What follows belongs to an exercise in optimizing a design on an open flow for small area, a short achievable clock period and few clock cycles; a production flow would make more cautious choices.
The RTL was checked by simulation tests, not by an equivalence proof against the original design.

==> inputs of run a <==
Design pple, start of the top module:
module pple (
    input  wire        clk,
    input  wire        rst,
    input  wire        host_wr,
    input  wire        host_rd,
    input  wire [11:0] host_addr,
    input  wire [31:0] host_wdata,
    output wire [31:0] host_rdata,
    output wire        busy,
    output reg         mem_req,
    output reg         mem_we,
    output reg  [11:0] mem_addr,
    output reg  [31:0] mem_wdata,
    input  wire        mem_gnt,
    input  wire [31:0] mem_rdata
);
    localparam [13:0] MEM_WORDS = 14'd4096;
    localparam integer DEPTH = 3;
    localparam [7:0] OK          = 8'd0;
    localparam [7:0] ERR_CMD     = 8'd1;
    localparam [7:0] ERR_PAL     = 8'd2;
    localparam [7:0] ERR_DEPTH   = 8'd3;
    localparam [7:0] ERR_DIM     = 8'd4;
    localparam [7:0] ERR_PARAM   = 8'd5;
    localparam [7:0] ERR_RANGE   = 8'd6;
    localparam [7:0] ERR_ADDR    = 8'd7;
    localparam [7:0] ERR_OVERLAP = 8'd8;
    localparam [7:0] OP_NOP    = 8'h00;
    localparam [7:0] OP_GETPIX = 8'h01;
    localparam [7:0] OP_SETPIX = 8'h02;
    localparam [7:0] OP_UNPACK = 8'h10;
    localparam [7:0] OP_EXPAND = 8'h11;
    localparam [7:0] OP_NARROW = 8'h12;
    localparam [7:0] OP_THRESH = 8'h13;
    localparam [7:0] OP_MAP    = 8'h20;
    localparam [7:0] OP_MAPM   = 8'h21;
    localparam [2:0] S_IDLE = 3'd0;
    localparam [2:0] S_CHK1 = 3'd1;
    localparam [2:0] S_MUL  = 3'd2;
    localparam [2:0] S_CHK2 = 3'd3;
    localparam [2:0] S_RUN  = 3'd4;
    localparam [2:0] CV_UNP1 = 3'd0;    
    localparam [2:0] CV_UNP2 = 3'd1;    
    localparam [2:0] CV_EXP2 = 3'd2;    
    localparam [2:0] CV_EXP4 = 3'd3;    
    localparam [2:0] CV_NAR  = 3'd4;    
    localparam [2:0] CV_THR1 = 3'd5;    
    localparam [2:0] CV_THRN = 3'd6;    
    reg [31:0] cmd_r;
    reg [7:0]  status;
    reg [8:1]  faults;
    reg [31:0] seq;
    reg [31:0] x_r, y_r, val_r, nlev_r;
    reg [31:0] vmap0, vmap1, vmap2, vmap3;
    reg [31:0] src_base, src_w, src_h;
    reg [5:0]  src_d;
    reg [31:0] dst_base, dst_w, dst_h;
    reg [5:0]  dst_d;
    reg        dst_pal;
    reg [31:0] msk_base, msk_w, msk_h;
    reg [2047:0] lutv;               
    reg [2:0]  state;
    reg        busy_r;
    assign busy = busy_r;
    function legal_depth(input [5:0] d);
        legal_depth = (d == 6'd1) || (d == 6'd2) || (d == 6'd4) ||
  ...
==> flow/config.mk <==
export PLATFORM = sky130hd
export DESIGN_NAME = pple
export DESIGN_NICKNAME = pple
export VERILOG_FILES = /design/flow/design.v
export SDC_FILE = /design/flow/constraint.sdc
export NUM_CORES = 4
export LEC_CHECK = 0
export CAP_MARGIN = 20
export CORE_MARGIN = 2
export CORE_UTILIZATION = 50
export PLACE_DENSITY = 0.6
export SLEW_MARGIN = 20
==> flow/constraint.sdc <==
create_clock -name core_clock -period 17.0 [get_ports {clk}]
set_input_delay 3.4000 -clock core_clock [delete_from_list [all_inputs] [get_ports {clk}]]
set_output_delay 3.4000 -clock core_clock [all_outputs]
set_load 0.01 [all_outputs]
standard.sh (not shown) runs the stock make flow with config.mk's settings and CLKGATE_MAP_FILE= SYNTH_SCRIPT=/design/flow/synth_recipe.tcl, a recipe that flattens the netlist after the stock synthesis.
==> flow/flow/run.sh <==
#!/bin/bash
# Layout flow: the standard ORFS flow (standard.sh, unchanged synthesis and
# steps), with a larger setup-repair margin so that repair_timing keeps sizing
# the critical paths well below the 17 ns clock. The SDC is not changed.
set -uo pipefail
bash standard.sh SETUP_SLACK_MARGIN=12 finish > standard_flow.log 2>&1
rc=$?
tail -20 standard_flow.log
exit $rc
==> inputs of run b, as changes to run a <==
--- a/flow/design.v
+++ b/flow/design.v
@@ -406,23 +406,25 @@
     wire [17:0] rem_nx  = row_end ? src_w[17:0] : (cu_rem - {13'd0, pin});
     wire        re_nx   = (rem_nx <= {13'd0, pin});
     wire [5:0]  vb_nx   = re_nx ? ({1'b0, rem_nx[4:0]} << ldd) : 6'd32;
     wire [31:0] s2_word = acc | (s2_sv >> s2_pos);
     wire [3:0]  hsel = fs[0];
-    wire [31:0] map_word = m_d32 ? {hr, lut0, hd[7:0]}
-                                 : {hsel[3] ? hr[15:8] : hd[31:24],
-                                    hsel[2] ? hr[7:0]  : hd[23:16],
-                                    hsel[1] ? lut0     : hd[15:8],
-                                    hsel[0] ? lut1     : hd[7:0]};
-    wire map_step = m_map && hv && (!mp || q_room);
+    reg  [15:0] mlo;
+    reg  [11:0] mwa;
+    reg         mpend;
+    wire [31:0] map_word = {hr, mlo};
+    wire [15:0] map_hi = m_d32 ? {lut0, lut1} : {hsel[3] ? lut0 : hd[31:24], hsel[2] ? lut1 : hd[23:16]};
+    wire [15:0] map_lo = m_d32 ? {lut0, hd[7:0]} : {hsel[1] ? lut0 : hd[15:8], hsel[0] ? lut1 : hd[7:0]};
+    wire map_push = m_map && mpend && q_room;
+    wire map_step = m_map && hv && (mp || !mpend || q_room);
     wire pix_rot  = m_pix && hv && !cu_done && (amt != 5'd0);
     wire pix_fin  = m_pix && hv && !cu_done && (amt == 5'd0) && (m_get || pph) && (m_get || q_room);
     wire pix_ins  = m_pix && hv && !cu_done && (amt == 5'd0) && !m_get && !pph;
     wire        run      = (state == S_RUN);
-    wire        cu_push  = run && ((s2_go && s2_wr) || (map_step && mp) || (pix_fin && !m_get));
+    wire        cu_push  = run && ((s2_go && s2_wr) || map_push || (pix_fin && !m_get));
     wire [31:0] cu_word  = m_conv ? s2_word : m_map ? map_word : hd;
-    wire [11:0] cu_waddr = m_conv ? cu_daddr : fa[0];
+    wire [11:0] cu_waddr = m_conv ? cu_daddr : m_map ? mwa : fa[0];
     assign pop = run && ((cv_step && cv_pop) || (map_step && mp) || pix_fin);
     wire [4:0]  amt_oh  = amt & (~amt + 5'd1);
     wire [4:0]  rot_sel = m_pix ? amt_oh : rot_oh;
     wire        rot_now = run && ((cv_step && !cv_pop) || pix_rot);
     reg  [31:0] hd_rot;
@@ -434,28 +436,42 @@
             5'b01000: hd_rot = {hd[23:0], hd[31:24]};
             default:  hd_rot = {hd[15:0], hd[31:16]};
         endcase
     end
     wire work_done = m_map ? rg_done : (cu_done && !s2_v);
-    wire all_done  = work_done && (cnt == 2'd0) && !rv && !cu_push &&
+    wire all_done  = work_done && (cnt == 2'd0) && !rv && !cu_push && !mpend &&
                      !(mem_req && !mem_we) &&
                      ((wq_n == 2'd0) || (wq_n == 2'd1 && wr_taken));
     wire [15:0] whi, wlo;
     genvar gk;
     generate
         for (gk = 0; gk < 16; gk = gk + 1) begin : g_wdec
             assign whi[gk] = (host_addr[9:6] == gk);
             assign wlo[gk] = (host_addr[5:2] == gk);
         end
     endgenerate
-    wire lut_we = host_wr && !host_rd && !busy_r && (host_addr[11:10] == 2'b10) && !rst;
+    reg        lw_v;
+    reg [7:0]  lw_a, lw_d;
+    always @(posedge clk) begin
+        lw_v <= host_wr && !busy_r && (host_addr[11:10] == 2'b10) && !rst;
+        lw_a <= host_addr[9:2];
+        lw_d <= host_wdata[7:0];
+    end
+    wire [15:0] lhi, llo;
+    generate
+        for (gk = 0; gk < 16; gk = gk + 1) begin : g_ldec
+            assign lhi[gk] = (lw_a[7:4] == gk);
+            assign llo[gk] = (lw_a[3:0] == gk);
+        end
+    endgenerate
     integer j;
     always @(posedge clk) begin
         for (j = 0; j < 256; j = j + 1)
-            if (lut_we && whi[j/16] && wlo[j%16])
-                lutv[8*j +: 8] <= host_wdata[7:0];
+            if (lw_v && lhi[j/16] && llo[j%16])
+                lutv[8*j +: 8] <= lw_d;
     end
+    wire lw_hit = lw_v && (lw_a == host_addr[9:2]);
     integer i;
     always @(posedge clk) begin
         if (rst) begin
             cnt <= 2'd0;
         end else begin
@@ -568,10 +584,11 @@
             rg_done  <= 1'b1;
             rg_cnt   <= 13'd0;
             cu_done  <= 1'b1;
             s2_v     <= 1'b0;
             mp       <= 1'b0;
+            mpend    <= 1'b0;
             mw_valid <= 1'b0;
             mw_wait  <= 1'b0;
         end else begin
             if (rv && rv_mask) begin
                 xw       <= mem_rdata;
@@ -607,13 +624,14 @@
                             10'h01c: rdata_q <= dst_wpl;
                             10'h020: rdata_q <= msk_base;
                             10'h021: rdata_q <= msk_w;
                             10'h022: rdata_q <= msk_h;
                             10'h024: rdata_q <= msk_wpl;
-                            default: rdata_q <= (host_addr[11:10] == 2'b10) ? lg0 : 32'd0;
+                            default: rdata_q <= (host_addr[11:10] != 2'b10) ? 32'd0 : lw_hit ? {24'd0, lw_d} : lg0;
                         endcase
-                    end else if (host_wr) begin
+                    end
+                    if (host_wr) begin
                         case (ra)
                             10'h000: begin
                                 cmd_r  <= host_wdata;
                                 m_conv <= (host_wdata[7:2] == 6'b000100);
                                 m_map  <= (host_wdata[7:1] == 7'b0010000);
@@ -685,10 +703,11 @@
                         2'd3:    pad_sel <= 4'b1110;
                         default: pad_sel <= 4'b1111;
                     endcase
                     cu_done  <= is_map;
                     mp       <= 1'b0;
+            mpend    <= 1'b0;
                     s2_v     <= 1'b0;
                     cu_rem   <= is_map ? {5'd0, dwq - 13'd1} : src_w[17:0];
                     row_end  <= 1'b0;
                     vbr      <= 6'd32;
                     cu_daddr <= dst_base[11:0];
@@ -808,14 +827,21 @@
                             acc      <= 32'd0;
                             cu_daddr <= cu_daddr + 12'd1;
                         end else
                             acc <= s2_word;
                     end
+                    if (map_push)
+                        mpend <= 1'b0;
                     if (map_step) begin
                         mp <= !mp;
                         if (!mp)
-                            acc[15:0] <= {lut0, lut1};
+                            acc[15:0] <= map_hi;
+                        else begin
+                            mlo   <= map_lo;
+                            mwa   <= fa[0];
+                            mpend <= 1'b1;
+                        end
                     end
                     if (pix_rot)
                         amt <= amt & ~amt_oh;
                     if (pix_ins) begin
                         pph <= 1'b1;
==> flow/flow/run.sh (replaced) <==
#!/bin/bash
# Layout flow: the standard ORFS flow (standard.sh, unchanged synthesis and
# steps), with a larger setup-repair margin so that repair_timing keeps sizing
# the critical paths well below the 17 ns clock. The SDC is not changed.
set -uo pipefail
bash standard.sh SETUP_SLACK_MARGIN=10 finish > standard_flow.log 2>&1
rc=$?
tail -20 standard_flow.log
exit $rc
==> Implementation_results.wiki <==
{| class="wikitable"
! Metric !! Value
|-
| Post-Syn Area per Cell || around 10 sq um
|-
| Result of the run || stopped before the end
|-
| Detailed Place HPWL || 1180 mm
|-
| Stage at which the run stopped || global routing
|-
| Sinks on the clock net || approximately 3400
|-
| Log Error || [ERROR GRT-0116] Global routing finished with congestion. Check the congestion regions in the DRC Viewer.
|-
| Global-route wire length before repair || around 2600 mm
|}
That was run a.
==> Implementation_results.wiki <==
{| class="wikitable"
! Metric !! Value
|-
| Result of the run || stopped before the end
|-
| Die height || 615 microns
|-
| Stage at which the run stopped || global routing
|-
| Sinks on the clock net || ~3400
|-
| Met2 capacity usage during global routing || 109%
|-
| Detailed Place HPWL || around 1200 mm
|-
| Async set-or-reset flop fraction in the synthesized netlist || 0%
|-
| Log Error || [ERROR GRT-0116] Global routing finished with congestion. Check the congestion regions in the DRC Viewer.
|-
| M1 GR Usage || 92.6%
|-
| Post-Syn Area per Cell || 10.4 sq um
|}
That was run b.
Testbench counts of run a, summed over its fixed seeds: cycles 183,875.
Testbench counts of run b, summed over its fixed seeds: cycles 184,550.
